Background: an optimization exercise with open tools, aiming at small area, a short achievable clock period and few clock cycles per item. Do not read the settings as production practice.
RTL that was checked went through simulation tests only; none was proved equivalent to the original.

==> flow/design.v <==
module pfor_select (
    input  wire        clk,
    input  wire        rst,           
    input  wire        in_valid,
    output wire        in_ready,
    input  wire [31:0] in_data,
    input  wire        in_delta,      
    input  wire        in_restart,    
    output wire        out_valid,
    input  wire        out_ready,
    output wire [5:0]  out_b,
    output wire [7:0]  out_cexcept,
    output wire [5:0]  out_maxb
);
    function [5:0] hib64;
        input [63:0] v;
        reg [31:0] a1; reg [31:0] i1;
        reg [15:0] a2; reg [31:0] i2;
        reg [7:0]  a3; reg [23:0] i3;
        reg [3:0]  a4; reg [15:0] i4;
        reg [1:0]  a5; reg [9:0]  i5;
        integer g;
        begin
            for (g = 0; g < 32; g = g + 1) begin
                a1[g] = v[2*g+1] | v[2*g];
                i1[g] = v[2*g+1];
            end
            for (g = 0; g < 16; g = g + 1) begin
                a2[g] = a1[2*g+1] | a1[2*g];
                i2[2*g+:2] = a1[2*g+1] ? {1'b1, i1[2*g+1]} : {1'b0, i1[2*g]};
            end
            for (g = 0; g < 8; g = g + 1) begin
                a3[g] = a2[2*g+1] | a2[2*g];
                i3[3*g+:3] = a2[2*g+1] ? {1'b1, i2[4*g+2+:2]} : {1'b0, i2[4*g+:2]};
            end
            for (g = 0; g < 4; g = g + 1) begin
                a4[g] = a3[2*g+1] | a3[2*g];
                i4[4*g+:4] = a3[2*g+1] ? {1'b1, i3[6*g+3+:3]} : {1'b0, i3[6*g+:3]};
            end
            for (g = 0; g < 2; g = g + 1) begin
                a5[g] = a4[2*g+1] | a4[2*g];
                i5[5*g+:5] = a4[2*g+1] ? {1'b1, i4[8*g+4+:4]} : {1'b0, i4[8*g+:4]};
            end
            hib64 = a5[1] ? {1'b1, i5[9:5]} : {1'b0, i5[4:0]};
        end
    endfunction
    reg         in_rdy;
    reg  [6:0]  cnt;           
    reg         blk_delta;     
    reg  [31:0] d_r;           
    reg         v_r;           
    reg         rs_r;          
    reg         use_r;         
    reg         last_r;        
    wire        accept = in_valid & in_rdy;
    wire        first  = (cnt == 7'd0);
    reg  [31:0] prev;          
    reg         pz;            
    reg  [5:0]  w_r;           
    reg  [5:0]  wl;            
    reg         v_w;
    reg         last_w;
    reg         rst_r;
    wire [31:0] x      = d_r - (use_r ? prev : 32'd0);
    wire [5:0]  width  = hib64({31'd0, x, 1'b0});
    wire        pz_next = v_r ? (~blk_delta & (rs_r | pz)) : pz;
    reg  [6:0]  freq [1:32];   
    wire [32:1] pres;          
    reg         full;          
    reg         scanning;      
    reg         gact;          
    reg         rel;           
    reg  [6:0]  fr;            
    reg  [7:0]  dacc;          
    reg  [5:0]  cb;            
    reg         v1;
    reg  [5:0]  kf;            
    reg  [7:0]  dk;            
    reg  [5:0]  bk;
    reg         vk;
    reg  [12:0] q_r;           
    reg  [5:0]  b_r;
    reg  [7:0]  e_r;
    reg         v2;
    reg  [5:0]  maxb;
    reg  [5:0]  best_b;
    reg  [7:0]  best_c;
    reg  [12:0] best_q;
    reg         outv;
    reg         done_r;
    integer j;
    reg  [32:1] above;         
    reg  [32:1] hot;           
    always @* begin
        above[32] = 1'b0;
        for (j = 31; j >= 1; j = j - 1)
            above[j] = above[j+1] | pres[j+1];
        hot = pres & ~above;
    end
    wire [5:0]  idx  = hib64({31'd0, pres, 1'b0});
    reg  [6:0]  fsel;
    always @* begin
        fsel = 7'd0;
        for (j = 1; j <= 32; j = j + 1)
            fsel = fsel | ({7{hot[j]}} & freq[j]);
    end
    wire        any   = |pres;
    wire        start = full & ~scanning & ~outv;
    wire        step  = start | gact;        
    wire        relnow = step & any & ~|(pres & above);
    wire        better = q_r > best_q;
    wire [13:0] bound  = {1'b0, q_r} + {1'b0, b_r, 7'd0};
    wire        prune  = bound <= {1'b0, best_q};
    wire        done_scan = v2 & ((b_r == 6'd0) | prune);
    wire        done_now  = start & ~any;
    wire        done  = done_scan | done_now;
    wire        gstop = done & ~rel & ~relnow;    
    assign in_ready    = in_rdy;
    assign out_valid   = outv;
    assign out_b       = best_b;
    assign out_cexcept = best_c;
    assign out_maxb    = maxb;
    always @(posedge clk) begin
        d_r   <= in_data;
        use_r <= first ? (in_delta & ~in_restart & ~pz_next)
                       : (blk_delta & ~pz_next);
        if (accept & first)
            blk_delta <= in_delta;
        if (rst) begin
            in_rdy <= 1'b1;
            cnt    <= 7'd0;
            v_r    <= 1'b0;
            rs_r   <= 1'b0;
            last_r <= 1'b0;
        end else begin
            v_r    <= accept;
            rs_r   <= accept & first & in_restart;
            last_r <= accept & (cnt == 7'd127);
            if (accept)
                cnt <= cnt + 7'd1;
            if (accept & (cnt == 7'd127))
                in_rdy <= 1'b0;
            else if (done | relnow)
                in_rdy <= 1'b1;
        end
    end
    always @(posedge clk) begin
        w_r   <= width;
        rst_r <= rst;
        if (v_w)
            wl <= w_r;
        if (v_r & blk_delta)
            prev <= d_r;
        if (rst) begin
            pz     <= 1'b1;
            v_w    <= 1'b0;
            last_w <= 1'b0;
        end else begin
            pz     <= pz_next;
            v_w    <= v_r;
            last_w <= last_r;
        end
    end
    genvar w;
    generate
        for (w = 1; w <= 32; w = w + 1) begin : g_hist
            wire [7:0] t;
            wire [6:0] s;
            assign t[0] = v_w && (w_r == w);
            genvar i;
            for (i = 0; i < 7; i = i + 1) begin : g_bit
                assign s[i]   = freq[w][i] ^ t[i];
                assign t[i+1] = freq[w][i] & t[i];
            end
            always @(posedge clk) begin
                if (rst_r | done_r | (step & hot[w]))
                    freq[w] <= 7'd0;
                else
                    freq[w] <= s;
            end
            assign pres[w] = |freq[w];
        end
    endgenerate
    always @(posedge clk) begin
        fr   <= step ? fsel : 7'd0;
        cb   <= idx;
        kf   <= 6'd8 + maxb - cb;
        dk   <= dacc;
        bk   <= cb;
        q_r  <= kf * dk;
        b_r  <= bk;
        e_r  <= 8'd128 - dk;
        if (start)
            dacc <= 8'd128;
        else
            dacc <= dacc - {1'b0, fr};
        if (start) begin
            best_q <= 13'd0;
            best_b <= wl;
            best_c <= 8'd0;
        end else if (v2 & better) begin
            best_b <= b_r;
            best_c <= e_r;
            best_q <= q_r;
        end
        if (start)
            maxb <= any ? idx : wl;
        if (rst) begin
            full     <= 1'b0;
            scanning <= 1'b0;
            gact     <= 1'b0;
            rel      <= 1'b0;
            v1       <= 1'b0;
            vk       <= 1'b0;
            v2       <= 1'b0;
            outv     <= 1'b0;
            done_r   <= 1'b0;
        end else begin
            done_r  <= gstop;
            v1      <= step & (start | scanning) & ~done;
            rel     <= relnow | (rel & ~start);
            if (start)
                gact <= any;
            else if ((step & ~any) | gstop)
                gact <= 1'b0;
            vk      <= v1 & ~done;
            v2      <= vk & ~done;
            if (outv & out_ready)
                outv <= 1'b0;
            if (v_w & last_w)
                full <= 1'b1;
            if (start) begin
                full     <= 1'b0;
                scanning <= any;
                if (~any)
                    outv <= 1'b1;
            end else if (done_scan) begin
                scanning <= 1'b0;
                outv     <= 1'b1;
            end
        end
    end
endmodule
==> flow/config.mk <==
export PLATFORM = sky130hd
export DESIGN_NAME = pfor_select
export DESIGN_NICKNAME = pfor_select
export VERILOG_FILES = /design/flow/design.v
export SDC_FILE = /design/flow/constraint.sdc
export NUM_CORES = 4
export LEC_CHECK = 0
export CAP_MARGIN = 20
export CORE_MARGIN = 2
export CORE_UTILIZATION = 60
export CTS_BUF_LIST = sky130_fd_sc_hd__clkbuf_8
export PLACE_DENSITY = 0.75
export SLEW_MARGIN = 20
# Optimisation targets for the layout tools (the SDC and clock are unchanged)
export SETUP_SLACK_MARGIN = 7.4
export BUFFER_PORTS_ARGS = -buffer_cell sky130_fd_sc_hd__buf_2
==> flow/constraint.sdc <==
create_clock -name core_clock -period 11.0 [get_ports {clk}]
set_input_delay 2.2000 -clock core_clock [delete_from_list [all_inputs] [get_ports {clk}]]
set_output_delay 2.2000 -clock core_clock [all_outputs]
set_load 0.01 [all_outputs]
standard.sh (not shown) runs the stock make flow with config.mk's settings and CLKGATE_MAP_FILE= SYNTH_SCRIPT=/design/flow/synth_recipe.tcl, a recipe that flattens the netlist after the stock synthesis.
==> flow/flow/run.sh <==
#!/bin/bash
# Own flow: the standard layout (standard.sh, standard synthesis), with
# extra ORFS settings from flow/extra.mk: repair timing towards a tighter
# setup slack target and faster port buffers. The make output goes to
# standard.log; ORFS keeps each tool's log under orfs/logs/.
cat flow/extra.mk >> config.mk
bash standard.sh > standard.log 2>&1
==> flow/flow/extra.mk <==
# Optimisation targets for the layout tools (the SDC and clock are unchanged)
export SETUP_SLACK_MARGIN = 7.4
export BUFFER_PORTS_ARGS = -buffer_cell sky130_fd_sc_hd__buf_2
The baseline ran to the end with no violations.
Next try:
--- a/flow/design.v
+++ b/flow/design.v
@@ -68,7 +68,5 @@
     wire [32:1] pres;          
     reg         full;          
-    reg         scanning;      
-    reg         gact;          
-    reg         rel;           
+    reg         scanning;
     reg  [6:0]  fr;            
     reg  [7:0]  dacc;          
@@ -107,6 +105,5 @@
     wire        any   = |pres;
     wire        start = full & ~scanning & ~outv;
-    wire        step  = start | gact;        
-    wire        relnow = step & any & ~|(pres & above);
+    wire        step  = start | scanning;    
     wire        better = q_r > best_q;
     wire [13:0] bound  = {1'b0, q_r} + {1'b0, b_r, 7'd0};
@@ -115,5 +112,4 @@
     wire        done_now  = start & ~any;
     wire        done  = done_scan | done_now;
-    wire        gstop = done & ~rel & ~relnow;    
     assign in_ready    = in_rdy;
     assign out_valid   = outv;
@@ -141,5 +137,5 @@
             if (accept & (cnt == 7'd127))
                 in_rdy <= 1'b0;
-            else if (done | relnow)
+            else if (done)
                 in_rdy <= 1'b1;
         end
@@ -209,6 +205,4 @@
             full     <= 1'b0;
             scanning <= 1'b0;
-            gact     <= 1'b0;
-            rel      <= 1'b0;
             v1       <= 1'b0;
             vk       <= 1'b0;
@@ -217,11 +211,6 @@
             done_r   <= 1'b0;
         end else begin
-            done_r  <= gstop;
-            v1      <= step & (start | scanning) & ~done;
-            rel     <= relnow | (rel & ~start);
-            if (start)
-                gact <= any;
-            else if ((step & ~any) | gstop)
-                gact <= 1'b0;
+            done_r  <= done;
+            v1      <= step & ~done;
             vk      <= v1 & ~done;
             v2      <= vk & ~done;
Outcome: The changed run ran to the end with no violations. Die area drops by 2.0%. Maximum frequency rises by about 0.5%. Synthesized area came out lower by 2.0%. First-iteration DRC count is lower by 14%. Wire length falls by about 8%. Via count falls by 3.9%. Final area decreases by about 1.8%.
Testbench counts after the change, summed over its fixed seeds: cycles 71,595, items 512.
No functional check of the RTL was part of the first run of this note.

## what the ideal ports hide
In the flow no input, the clock included, has a driving cell. The finished layouts below were timed again as built, in two steps. Step 1 sets driving cells, clkbuf_16 on the clock port and buf_2 on the other inputs (assumed; they add their load-dependent delay and slew). Step 2, shift: input delay + t, output delay - t, t = (earliest + latest rising clock arrival at the registers) / 2. This alone moves slack from input paths to output paths. Slacks: no drivers / after step 1 / after step 2; pairs: no drivers / after step 1.
| run | t, ns | setup WS [ns] | latest minus earliest clock arrival (ns) | slew at the worst register clock pin (ns) | worst data-port slew with drivers (ns) |
|---|---|---|---|---|---|
| the first run | 0.683 | 7.418 / 7.418 / 7.418 | 0.028 / 0.028 | 0.07 / 0.07 | 0.04 |
| the second run | 0.664 | 7.437 / 7.437 / 7.261 | 0.030 / 0.030 | 0.07 / 0.07 | 0.04 |
After both steps setup and hold are still met in every run listed. For the second run, which loses most, drivers alone change the setup slack by 0.000 ns; drivers and shift together by -0.176 ns.
